Source: an optimization exercise on an open RTL-to-GDS flow (aim: small area, a short achievable clock period and few clock cycles per item). Production flows keep margins and buffers that such runs may drop.
In this exercise RTL edits were held to simulation tests only and were not proved equivalent to the original.

File: flow/config.mk
export PLATFORM = sky130hd
export DESIGN_NAME = mars_core
export DESIGN_NICKNAME = mars_core
export VERILOG_FILES = /design/flow/design.v
export SDC_FILE = /design/flow/constraint.sdc
export NUM_CORES = 4
export LEC_CHECK = 0
export CAP_MARGIN = 20
export CORE_MARGIN = 2
export CORE_UTILIZATION = 40
export SLEW_MARGIN = 20
File: flow/constraint.sdc
create_clock -name core_clock -period 24.0 [get_ports {clk}]
set_input_delay 4.8000 -clock core_clock [delete_from_list [all_inputs] [get_ports {clk}]]
set_output_delay 4.8000 -clock core_clock [all_outputs]
set_load 0.01 [all_outputs]
File: flow/design.v
module mars_core (
    input  wire        clk,
    input  wire        rst,           
    input  wire        cmd_valid,
    input  wire        cmd_op,        
    input  wire [12:0] cmd_pc,        
    output wire        cmd_ready,
    output reg         mem_req,
    output reg  [2:0]  mem_we,        
    output reg  [12:0] mem_addr,
    output reg  [79:0] mem_wdata,
    input  wire        mem_ack,
    input  wire [79:0] mem_rdata,
    input  wire [2:0]  q_sel,
    output wire [12:0] q_pc,
    output wire        q_alive,
    output wire [3:0]  q_len,
    output wire [2:0]  q_cur,
    output reg  [3:0]  st_code,
    output reg  [2:0]  st_wid,
    output reg  [12:0] st_pc,
    output reg  [4:0]  st_op,
    output reg  [63:0] cycles
);
    localparam [12:0] CORESIZE = 13'd8000;
    localparam        QCAP     = 8;
    localparam [3:0] C_OK = 4'd1, C_DAT = 4'd2, C_DIVZ = 4'd3, C_OVF = 4'd4,
                     C_UNSUP = 4'd5, C_EMPTY = 4'd6;
    localparam [4:0] OP_DAT = 5'd0,  OP_MOV = 5'd1,  OP_ADD = 5'd2,  OP_SUB = 5'd3,
                     OP_MUL = 5'd4,  OP_DIV = 5'd5,  OP_MOD = 5'd6,  OP_JMP = 5'd7,
                     OP_JMZ = 5'd8,  OP_JMN = 5'd9,  OP_DJN = 5'd11, OP_CMP = 5'd12,
                     OP_SEQ = 5'd13, OP_SNE = 5'd14, OP_SLT = 5'd15, OP_NOP = 5'd18;
    localparam [2:0] M_A = 3'd0, M_B = 3'd1, M_AB = 3'd2, M_BA = 3'd3,
                     M_F = 3'd4, M_X = 3'd5, M_I = 3'd6;
    localparam [3:0] S_IDLE  = 4'd0,  S_FETCH = 4'd1,  S_CALC1 = 4'd2,  S_PRD  = 4'd3,
                     S_PDEC  = 4'd4,  S_CALC2 = 4'd5,  S_ORD   = 4'd6,  S_PINC = 4'd7,
                     S_EXEC  = 4'd8,  S_MD    = 4'd9,  S_MDEND = 4'd10, S_WRITE = 4'd11,
                     S_COMMIT = 4'd12;
    reg [3:0] state;
    reg [12:0] qpc   [0:QCAP-1];
    reg        qalive[0:QCAP-1];
    reg [3:0]  qlen;
    reg [2:0]  cur;
    reg [12:0] pc;
    reg [79:0] ir;
    reg        opsel;           
    reg [12:0] ptr;
    reg [31:0] p;
    reg [12:0] sa, da;
    reg [79:0] s_ins, d_ins;
    reg        killed;
    reg        taken;
    reg [12:0] target;
    reg [3:0]  code;
    reg [12:0] wr_addr;
    reg [2:0]  wr_we;
    reg [79:0] wr_data;
    reg        md_pass;         
    reg [5:0]  md_cnt;
    reg [31:0] md_hi, md_lo, md_y;
    reg        md_neg, md_sx;
    reg [31:0] r_a, r_b;
    reg        md_ovf;
    wire [4:0]  ir_op  = ir[4:0];
    wire [2:0]  ir_mod = ir[7:5];
    wire [2:0]  ir_am  = ir[10:8];
    wire [2:0]  ir_bm  = ir[13:11];
    wire [31:0] ir_af  = ir[47:16];
    wire [31:0] ir_bf  = ir[79:48];
    wire        ir_illegal = (ir_op >= 5'd20) || (ir_mod == 3'd7) || (ir[15:14] != 2'b00);
    wire [2:0]  o_mode  = opsel ? ir_bm : ir_am;
    wire [31:0] o_field = opsel ? ir_bf : ir_af;
    wire        o_ptr_a = (o_mode == 3'd2) || (o_mode == 3'd4) || (o_mode == 3'd5);
    wire        o_pre   = (o_mode == 3'd4) || (o_mode == 3'd6);
    wire        o_post  = (o_mode == 3'd5) || (o_mode == 3'd7);
    wire [12:0] wr_base  = (state == S_CALC1) ? pc : ptr;
    wire [31:0] wr_delta = (state == S_CALC1) ? o_field : p;
    wire signed [33:0] wrap_sum = $signed({21'd0, wr_base}) + $signed({{2{wr_delta[31]}}, wr_delta});
    wire signed [33:0] wrap_rem = wrap_sum % $signed({21'd0, CORESIZE});
    wire signed [33:0] wrap_pos = wrap_rem[33] ? wrap_rem + $signed({21'd0, CORESIZE}) : wrap_rem;
    wire [12:0] wrap_out = wrap_pos[12:0];
    wire [13:0] pc_p1  = {1'b0, pc} + 14'd1;
    wire [13:0] pc_p2  = {1'b0, pc} + 14'd2;
    wire [12:0] pc_next = (pc_p1 >= {1'b0, CORESIZE}) ? pc_p1[12:0] - CORESIZE : pc_p1[12:0];
    wire [12:0] pc_skip = (pc_p2 >= {1'b0, CORESIZE}) ? pc_p2[12:0] - CORESIZE : pc_p2[12:0];
    wire [31:0] s_af = s_ins[47:16];
    wire [31:0] s_bf = s_ins[79:48];
    wire [31:0] d_af = d_ins[47:16];
    wire [31:0] d_bf = d_ins[79:48];
    wire dst_a = (ir_mod == M_A) || (ir_mod == M_BA) || (ir_mod == M_F) || (ir_mod == M_X) || (ir_mod == M_I);
    wire dst_b = (ir_mod == M_B) || (ir_mod == M_AB) || (ir_mod == M_F) || (ir_mod == M_X) || (ir_mod == M_I);
    wire [31:0] src_for_a = ((ir_mod == M_BA) || (ir_mod == M_X)) ? s_bf : s_af;
    wire [31:0] src_for_b = ((ir_mod == M_AB) || (ir_mod == M_X)) ? s_af : s_bf;
    wire tf_a = (ir_mod == M_A) || (ir_mod == M_BA) || (ir_mod == M_F) || (ir_mod == M_X) || (ir_mod == M_I);
    wire tf_b = (ir_mod == M_B) || (ir_mod == M_AB) || (ir_mod == M_F) || (ir_mod == M_X) || (ir_mod == M_I);
    wire signed [32:0] add_a = $signed({d_af[31], d_af}) + $signed({src_for_a[31], src_for_a});
    wire signed [32:0] add_b = $signed({d_bf[31], d_bf}) + $signed({src_for_b[31], src_for_b});
    wire signed [32:0] sub_a = $signed({d_af[31], d_af}) - $signed({src_for_a[31], src_for_a});
    wire signed [32:0] sub_b = $signed({d_bf[31], d_bf}) - $signed({src_for_b[31], src_for_b});
    wire [32:0] as_a = (ir_op == OP_ADD) ? add_a : sub_a;
    wire [32:0] as_b = (ir_op == OP_ADD) ? add_b : sub_b;
    wire as_ovf = (dst_a && (as_a[32] != as_a[31])) || (dst_b && (as_b[32] != as_b[31]));
    wire same_a   = (src_for_a == d_af);
    wire same_b   = (src_for_b == d_bf);
    wire less_a   = $signed(src_for_a) < $signed(d_af);
    wire less_b   = $signed(src_for_b) < $signed(d_bf);
    wire cmp_same = (ir_mod == M_I) ? (s_ins == d_ins) : ((!dst_a || same_a) && (!dst_b || same_b));
    wire cmp_less = (!dst_a || less_a) && (!dst_b || less_b);
    wire jz = (!tf_a || (s_af == 32'd0)) && (!tf_b || (s_bf == 32'd0));
    wire jn = (!tf_a || (s_af != 32'd0)) && (!tf_b || (s_bf != 32'd0));
    wire [31:0] djn_a = s_af - 32'd1;
    wire [31:0] djn_b = s_bf - 32'd1;
    wire djn_ovf = (tf_a && (s_af == 32'h8000_0000)) || (tf_b && (s_bf == 32'h8000_0000));
    wire djn_nz  = (!tf_a || (djn_a != 32'd0)) && (!tf_b || (djn_b != 32'd0));
    wire divz = (dst_a && (src_for_a == 32'd0)) || (dst_b && (src_for_b == 32'd0));
    wire [31:0] md_x = md_pass ? d_bf : d_af;        
    wire [31:0] md_s = md_pass ? src_for_b : src_for_a;
    wire [31:0] md_ax = md_x[31] ? (32'd0 - md_x) : md_x;
    wire [31:0] md_ay = md_s[31] ? (32'd0 - md_s) : md_s;
    wire [32:0] mul_sum = {1'b0, md_hi} + (md_lo[0] ? {1'b0, md_y} : 33'd0);
    wire [32:0] div_sh  = {md_hi, md_lo[31]};
    wire        div_ge  = div_sh >= {1'b0, md_y};
    wire [32:0] div_sub = div_sh - {1'b0, md_y};
    wire [63:0] mul_mag = {md_hi, md_lo};
    reg  [63:0] res_mag;
    reg         res_neg;
    always @(*) begin
        if (ir_op == OP_MUL) begin
            res_mag = mul_mag;
            res_neg = md_neg;
        end else if (ir_op == OP_DIV) begin
            res_mag = {32'd0, md_lo};
            res_neg = md_neg;
        end else begin
            res_mag = {32'd0, md_hi};
            res_neg = md_sx;
        end
    end
    wire        res_ovf = res_neg ? (res_mag > 64'h8000_0000) : (res_mag > 64'h7FFF_FFFF);
    wire [31:0] res_val = res_neg ? (32'd0 - res_mag[31:0]) : res_mag[31:0];
    assign cmd_ready = (state == S_IDLE);
    assign q_pc      = qpc[q_sel];
    assign q_alive   = qalive[q_sel];
    assign q_len     = qlen;
    assign q_cur     = cur;
    always @(*) begin
        mem_req   = 1'b0;
        mem_we    = 3'b000;
        mem_addr  = 13'd0;
        mem_wdata = 80'd0;
        case (state)
            S_FETCH: begin
                mem_req  = 1'b1;
                mem_addr = pc;
            end
            S_PRD: begin
                mem_req  = 1'b1;
                mem_addr = ptr;
            end
            S_PDEC, S_PINC: begin
                mem_req   = 1'b1;
                mem_addr  = ptr;
                mem_we    = o_ptr_a ? 3'b010 : 3'b100;
                mem_wdata = {p, p, 16'd0};
            end
            S_ORD: begin
                mem_req  = 1'b1;
                mem_addr = opsel ? da : sa;
            end
            S_WRITE: begin
                mem_req   = 1'b1;
                mem_addr  = wr_addr;
                mem_we    = wr_we;
                mem_wdata = wr_data;
            end
            default: ;
        endcase
    end
    integer i;
    always @(posedge clk) begin
        if (rst) begin
            state   <= S_IDLE;
            qlen    <= 4'd0;
            cur     <= 3'd0;
            st_code <= 4'd0;
            st_wid  <= 3'd0;
            st_pc   <= 13'd0;
            st_op   <= 5'd0;
            cycles  <= 64'd0;
            for (i = 0; i < QCAP; i = i + 1) begin
                qpc[i]    <= 13'd0;
                qalive[i] <= 1'b0;
            end
        end else begin
            case (state)
                S_IDLE: begin
                    if (cmd_valid) begin
                        if (cmd_op) begin
                            if (qlen != QCAP) begin
                                qpc[qlen[2:0]]    <= cmd_pc;
                                qalive[qlen[2:0]] <= 1'b1;
                                qlen              <= qlen + 4'd1;
                            end
                        end else if (qlen == 4'd0) begin
                            st_code <= C_EMPTY;
                            st_wid  <= 3'd0;
                            st_pc   <= 13'd0;
                            st_op   <= 5'd0;
                        end else begin
                            pc     <= qpc[cur];
                            opsel  <= 1'b0;
                            killed <= 1'b0;
                            taken  <= 1'b0;
                            code   <= C_OK;
                            state  <= S_FETCH;
                        end
                    end
                end
                S_FETCH: if (mem_ack) begin
                    ir    <= mem_rdata;
                    state <= S_CALC1;
                end
                S_CALC1: begin
                    if (o_mode == 3'd0) begin
                        if (opsel) da <= pc; else sa <= pc;
                        state <= S_ORD;
                    end else if (o_mode == 3'd1) begin
                        if (opsel) da <= wrap_out; else sa <= wrap_out;
                        state <= S_ORD;
                    end else begin
                        ptr   <= wrap_out;
                        state <= S_PRD;
                    end
                end
                S_PRD: if (mem_ack) begin
                    if (o_pre) begin
                        if ((o_ptr_a ? mem_rdata[47:16] : mem_rdata[79:48]) == 32'h8000_0000) begin
                            killed <= 1'b1;
                            code   <= C_OVF;
                            state  <= S_COMMIT;
                        end else begin
                            p     <= (o_ptr_a ? mem_rdata[47:16] : mem_rdata[79:48]) - 32'd1;
                            state <= S_PDEC;
                        end
                    end else begin
                        p     <= o_ptr_a ? mem_rdata[47:16] : mem_rdata[79:48];
                        state <= S_CALC2;
                    end
                end
                S_PDEC: if (mem_ack) state <= S_CALC2;
                S_CALC2: begin
                    if (opsel) da <= wrap_out; else sa <= wrap_out;
                    state <= S_ORD;
                end
                S_ORD: if (mem_ack) begin
                    if (opsel) d_ins <= mem_rdata; else s_ins <= mem_rdata;
                    if (o_post) begin
                        if (p == 32'h7FFF_FFFF) begin
                            killed <= 1'b1;
                            code   <= C_OVF;
                            state  <= S_COMMIT;
                        end else begin
                            p     <= p + 32'd1;
                            state <= S_PINC;
                        end
                    end else if (!opsel) begin
                        opsel <= 1'b1;
                        state <= S_CALC1;
                    end else begin
                        state <= S_EXEC;
                    end
                end
                S_PINC: if (mem_ack) begin
                    if (!opsel) begin
                        opsel <= 1'b1;
                        state <= S_CALC1;
                    end else begin
                        state <= S_EXEC;
                    end
                end
                S_EXEC: begin
                    state <= S_COMMIT;
                    if (ir_illegal) begin
                        killed <= 1'b1;
                        code   <= C_UNSUP;
                    end else begin
                        case (ir_op)
                            OP_DAT: begin
                                killed <= 1'b1;
                                code   <= C_DAT;
                            end
                            OP_MOV: begin
                                wr_addr <= da;
                                state   <= S_WRITE;
                                if (ir_mod == M_I) begin
                                    wr_we   <= 3'b111;
                                    wr_data <= s_ins;
                                end else begin
                                    wr_we   <= {dst_b, dst_a, 1'b0};
                                    wr_data <= {src_for_b, src_for_a, 16'd0};
                                end
                            end
                            OP_ADD, OP_SUB: begin
                                if (as_ovf) begin
                                    killed <= 1'b1;
                                    code   <= C_OVF;
                                end else begin
                                    wr_addr <= da;
                                    wr_we   <= {dst_b, dst_a, 1'b0};
                                    wr_data <= {as_b[31:0], as_a[31:0], 16'd0};
                                    state   <= S_WRITE;
                                end
                            end
                            OP_MUL, OP_DIV, OP_MOD: begin
                                if ((ir_op != OP_MUL) && divz) begin
                                    killed <= 1'b1;
                                    code   <= C_DIVZ;
                                end else begin
                                    md_pass <= !dst_a;
                                    md_ovf  <= 1'b0;
                                    state   <= S_MDEND;    
                                    md_cnt  <= 6'd63;
                                end
                            end
                            OP_JMP: begin
                                taken  <= 1'b1;
                                target <= sa;
                            end
                            OP_JMZ: begin
                                taken  <= jz;
                                target <= sa;
                            end
                            OP_JMN: begin
                                taken  <= jn;
                                target <= sa;
                            end
                            OP_DJN: begin
                                if (djn_ovf) begin
                                    killed <= 1'b1;
                                    code   <= C_OVF;
                                end else begin
                                    taken   <= djn_nz;
                                    target  <= sa;
                                    wr_addr <= sa;
                                    wr_we   <= {tf_b, tf_a, 1'b0};
                                    wr_data <= {djn_b, djn_a, 16'd0};
                                    state   <= S_WRITE;
                                end
                            end
                            OP_CMP, OP_SEQ: begin
                                taken  <= cmp_same;
                                target <= pc_skip;
                            end
                            OP_SNE: begin
                                taken  <= !cmp_same;
                                target <= pc_skip;
                            end
                            OP_SLT: begin
                                taken  <= cmp_less;
                                target <= pc_skip;
                            end
                            OP_NOP: ;
                            default: begin
                                killed <= 1'b1;
                                code   <= C_UNSUP;
                            end
                        endcase
                    end
                end
                S_MDEND: begin
                    if (md_cnt != 6'd63) begin
                        if (md_pass) r_b <= res_val; else r_a <= res_val;
                        if (res_ovf) md_ovf <= 1'b1;
                    end
                    if (md_cnt != 6'd63 && (md_pass || !dst_b)) begin
                        if (md_ovf || res_ovf) begin
                            killed <= 1'b1;
                            code   <= C_OVF;
                            state  <= S_COMMIT;
                        end else begin
                            wr_addr <= da;
                            wr_we   <= {dst_b, dst_a, 1'b0};
                            wr_data <= {md_pass ? res_val : r_b, md_pass ? r_a : res_val, 16'd0};
                            state   <= S_WRITE;
                        end
                    end else begin
                        if (md_cnt != 6'd63) md_pass <= 1'b1;
                        state <= S_MD;
                        md_cnt <= 6'd0;
                    end
                end
                S_MD: begin
                    if (md_cnt == 6'd0) begin
                        md_hi  <= 32'd0;
                        md_lo  <= md_ax;
                        md_y   <= md_ay;
                        md_neg <= md_x[31] ^ md_s[31];
                        md_sx  <= md_x[31];
                        md_cnt <= 6'd1;
                    end else begin
                        if (ir_op == OP_MUL) begin
                            md_hi <= mul_sum[32:1];
                            md_lo <= {mul_sum[0], md_lo[31:1]};
                        end else begin
                            md_hi <= div_ge ? div_sub[31:0] : div_sh[31:0];
                            md_lo <= {md_lo[30:0], div_ge};
                        end
                        if (md_cnt == 6'd32) state <= S_MDEND;
                        md_cnt <= md_cnt + 6'd1;
                    end
                end
                S_WRITE: if (mem_ack) state <= S_COMMIT;
                S_COMMIT: begin
                    qpc[cur] <= taken ? target : pc_next;
                    if (killed) qalive[cur] <= 1'b0;
                    st_code <= code;
                    st_wid  <= cur;
                    st_pc   <= pc;
                    st_op   <= ir_op;
                    cycles  <= cycles + 64'd1;
                    cur     <= ({1'b0, cur} + 4'd1 == qlen) ? 3'd0 : cur + 3'd1;
                    state   <= S_IDLE;
                end
                default: state <= S_IDLE;
            endcase
        end
    end
endmodule
File: flow/run.sh
#!/bin/bash
# synth_recipe.tcl (not shown) runs the flow's synth.tcl, then flattens the netlist and writes it again
# the make line also repeats each setting of config.mk as NAME=value (left out here)
make -C /OpenROAD-flow-scripts/flow DESIGN_CONFIG=/design/flow/config.mk WORK_HOME=/design/flow/orfs CLKGATE_MAP_FILE= SYNTH_SCRIPT=/design/flow/synth_recipe.tcl finish
==> summary.md <==
| Metric | Value |
|---|---|
| Status | no timing/DRC/antenna violations |
| Final Hold Fails | 0 |
| Gr usage total | 0.298 |
| RD Place Congestion | ~1.0 |
| Post-DRT Antenna Nets | 0 |
| Final hold slack | 0.467 ns |
| Syn nets | between 7000 and 8000 |
| RSZ-0062 raised after global routing | false |
| Post-synth top flop | edfxtp_1 |
| DIE WIDTH | 402 um |
| Critical path depth in cells | between 60 and 70 |
| Worst relative slew slack | 0.106 |
| Drt pass-1 iters | 6 |
| Hold WC Path Type | flop to flop |
| TNS Setup | 0 ns |
| Top delay family on crit path | compound AO/OA/AOI/OAI gates |
| Max Fclk | ~45 MHz |
| Final net count | 7355 |
| Number of DRC markers in iteration 0 | 7668 |
| Max-slew violations | 0 |
| Largest net degree at the start of global routing | 131 |
| Clock Skew | approximately 0.043 ns |
| First-pass GRT wire length | about 360000 um |
| Vias in the first global route | 50800 |
| Area growth syn-to-layout | 13.2% |
| CTS sink count | 820 |
| Final period util | 0.930 |
| CP dominant cell by count | mux2i_1 |
| Crit-path max cell delay | 0.90 ns |
| Die ar. | 161000 sq um |
| Initial antenna violation count | 9 |
| Worst-case reg-to-reg path depth | 64 |
| Period minus WS final | 22.33 ns |
| Post-CTS Hold Buffers | 0 |
| Starting Density | 0.404 |
| CTS tree | done |
| Most frequent cells in the layout | 821 x nor2_1, 721 x edfxtp_1, 542 x nand2_1 |
| TritonCTS buffer count | 97 |
| Vias per cell | 6.18 |
| Worst path slowest cell | or4b_4 |
| Critical Path RT | 24.47 ns |
| Routed vias | between 50000 and 60000 |
| Gr ovfl total | 0 |
| Mapped Cells | 6883 |
| Endpoint class of the critical path | flop |
| Placed wire-length estimate | 195000 um |
| Post-cts resize count | 0 |
| Share of post-route cells with drive strength above 1 | 0.0833 |
| Asr flop ratio synth | 0 |
| CTS clk-pin slew, worst paths | ~0.060 ns |
| Port bufs | 307 |
| DR WL/cell | 27.5 um |
| Biggest fanout along the worst timing path | 47 |
| Commonest non-fill, non-tap cell in the layout | nor2_1 |
| Final wirelength | 252000 um |
| Clock Path Buffers | 3 |
| FF+latch count, synth | 820 |
| Yosys warns | 1 |
| Hold depth | 2 |
| CP Class | flop to flop |
| Worst path bufs/invs | 3 |
| Synth Area per Inst | 9.19 sq um |
| Core Footprint | 157000 sq um |
| Seq/Total Area, Yosys | 0.374 |
| Setup Buffers After CTS | 0 |
| Clk Latency, worst-skew pair | 0.74 ns |
| Setup-failing EPs final | 0 |
| Root Buffer | clkbuf_16 |
| # rows | approximately 150 |
| Max-cap violation count | 0 |
| Critical Path Start Type | flop |
| Post-synth design cell area | ~63000 sq um |
| I/O pins | 309 |
| H-tree depth | 3 |
| Residual DRC | 0 |
| Arr. time, crit path | 22.80 ns |
| Number of synthesized flops with an enable pin | 721 |
| Worst Max-Slew Pin Slew | 1.33 ns |
| Die extent in y | 402 um |
| Cell variety after synth | approximately 140 |
## worst min-delay path, cell delays in order, from the launching register on
cell and delay (ns):
dfxtp_1 0.31, inv_1 0.05, a211oi_1 0.05
## cells by family (layout without fill, tap and decap cells)
logic type,Yosys count,count (layout),synth area share
compound gates,1666,1666,0.180
xor+xnor,618,618,0.0867
fa+ha+maj,250,250,0.0500
buf+inv,647,856,0.0399
flops,820,820,0.374
mux,492,492,0.0911
other cells,1,6,0.0000593
simple gates,2389,2390,0.179
## cell usage after synthesis, types with 36 or more instances
master | count | area, sq um
nor2_1 | 827 | 3100
edfxtp_1 | 721 | 21700
nand2_1 | 548 | 2060
a21oi_1 | 411 | 2060
xnor2_1 | 402 | 3520
mux2i_1 | 317 | 3170
clkbuf_1 | 308 | 1160
o21ai_0 | 274 | 1370
inv_1 | 252 | 946
ha_1 | 236 | 2950
xor2_1 | 207 | 1810
nor3_1 | 186 | 931
nand3_1 | 177 | 886
a21o_1 | 135 | 1010
mux2_2 | 117 | 1320
dfxtp_1 | 99 | 1980
nand4_1 | 97 | 607
and2_1 | 92 | 576
nand2b_1 | 77 | 482
and3_1 | 75 | 469
o22ai_1 | 75 | 469
a31oi_1 | 74 | 463
a211oi_1 | 72 | 541
nor4_1 | 72 | 450
o21a_1 | 72 | 541
a22o_1 | 69 | 604
o21bai_1 | 67 | 503
mux4_2 | 54 | 1220
a22oi_1 | 53 | 398
or3_1 | 53 | 332
buf_1 | 42 | 158
nor2b_1 | 42 | 263
o211ai_1 | 37 | 278
o21ai_1 | 36 | 180
## metal layers
metal,up-vias,wire [um],share of wire,global-route usage
met5,-,27,0.00011,0
met4,4,8900,0.035,0.0924
met3,339,31800,0.13,0.0893
met2,3154,102000,0.40,0.418
met1,27500,109000,0.43,0.436
li1,25600,-,-,-
## cell type report
class	instances	area (sq um)
fillers	15000	85000
multi-input cells	5417	37300
flip-flops and latches	820	23600
repair buffers	419	3920
clock buffers	133	2660
well taps	2058	2570
inverters	256	961
clock inverters	48	493
diodes	5	12.5
## sequential cells by signal, indices dropped and copies added, names as in the netlist, 64 cells and up
register,flops
cycles,64
d_ins,80
ir,80
qpc,104
s_ins,80
wr_data,80
## per-stage QoR
step	worst slack, ns	area (sq um)	std cells	util
after detailed placement	0.867	68400	8968	0.437
after floorplan	4.82	63300	6883	-
after global placement	1.43	68400	8968	0.437
final	1.67	71600	9156	0.457
after global routing	0.0982	71600	9152	0.457
after CTS	0.811	71500	9149	0.457
## path summary, 6_finish.rpt
check,start,to,slack (ns)
setup reg to reg,state[0]$_SDFFE_PP0P_,da[11]$_DFFE_PP_,1.67
setup / recovery,state[0]$_SDFFE_PP0P_,da[11]$_DFFE_PP_,1.67
hold reg to reg,st_code[1]$_SDFFE_PP0P_,st_code[1]$_SDFFE_PP0P_,0.47
hold / removal,st_code[1]$_SDFFE_PP0P_,st_code[1]$_SDFFE_PP0P_,0.47
Testbench counts, summed over its fixed seeds: cycles 456,120, steps 48,000.

-- static timing again, ports no longer ideal --
The results above use ideal ports. As a check the final layout listed here was re-extracted and re-timed, cells and wires unchanged.
Step 1 assumes that a clkbuf_16 drives the clock port and a buf_2 every other input.
Step 2 also shifts input and output timing later by t, the mid clock arrival at the registers, as if the neighbouring blocks saw the same clock.
Slacks: ideal / step 1 / step 2; pairs: ideal / step 1.
t, ns: 0.804
setup WS [ns]: 1.673 / 1.673 / 1.673
worst slew at a driven data input, ns: 0.11
pins driven straight from the clock port: 1
After both steps this run still meets setup and hold. For this run, drivers alone change the setup slack by 0.000 ns; drivers and shift together by 0.000 ns.
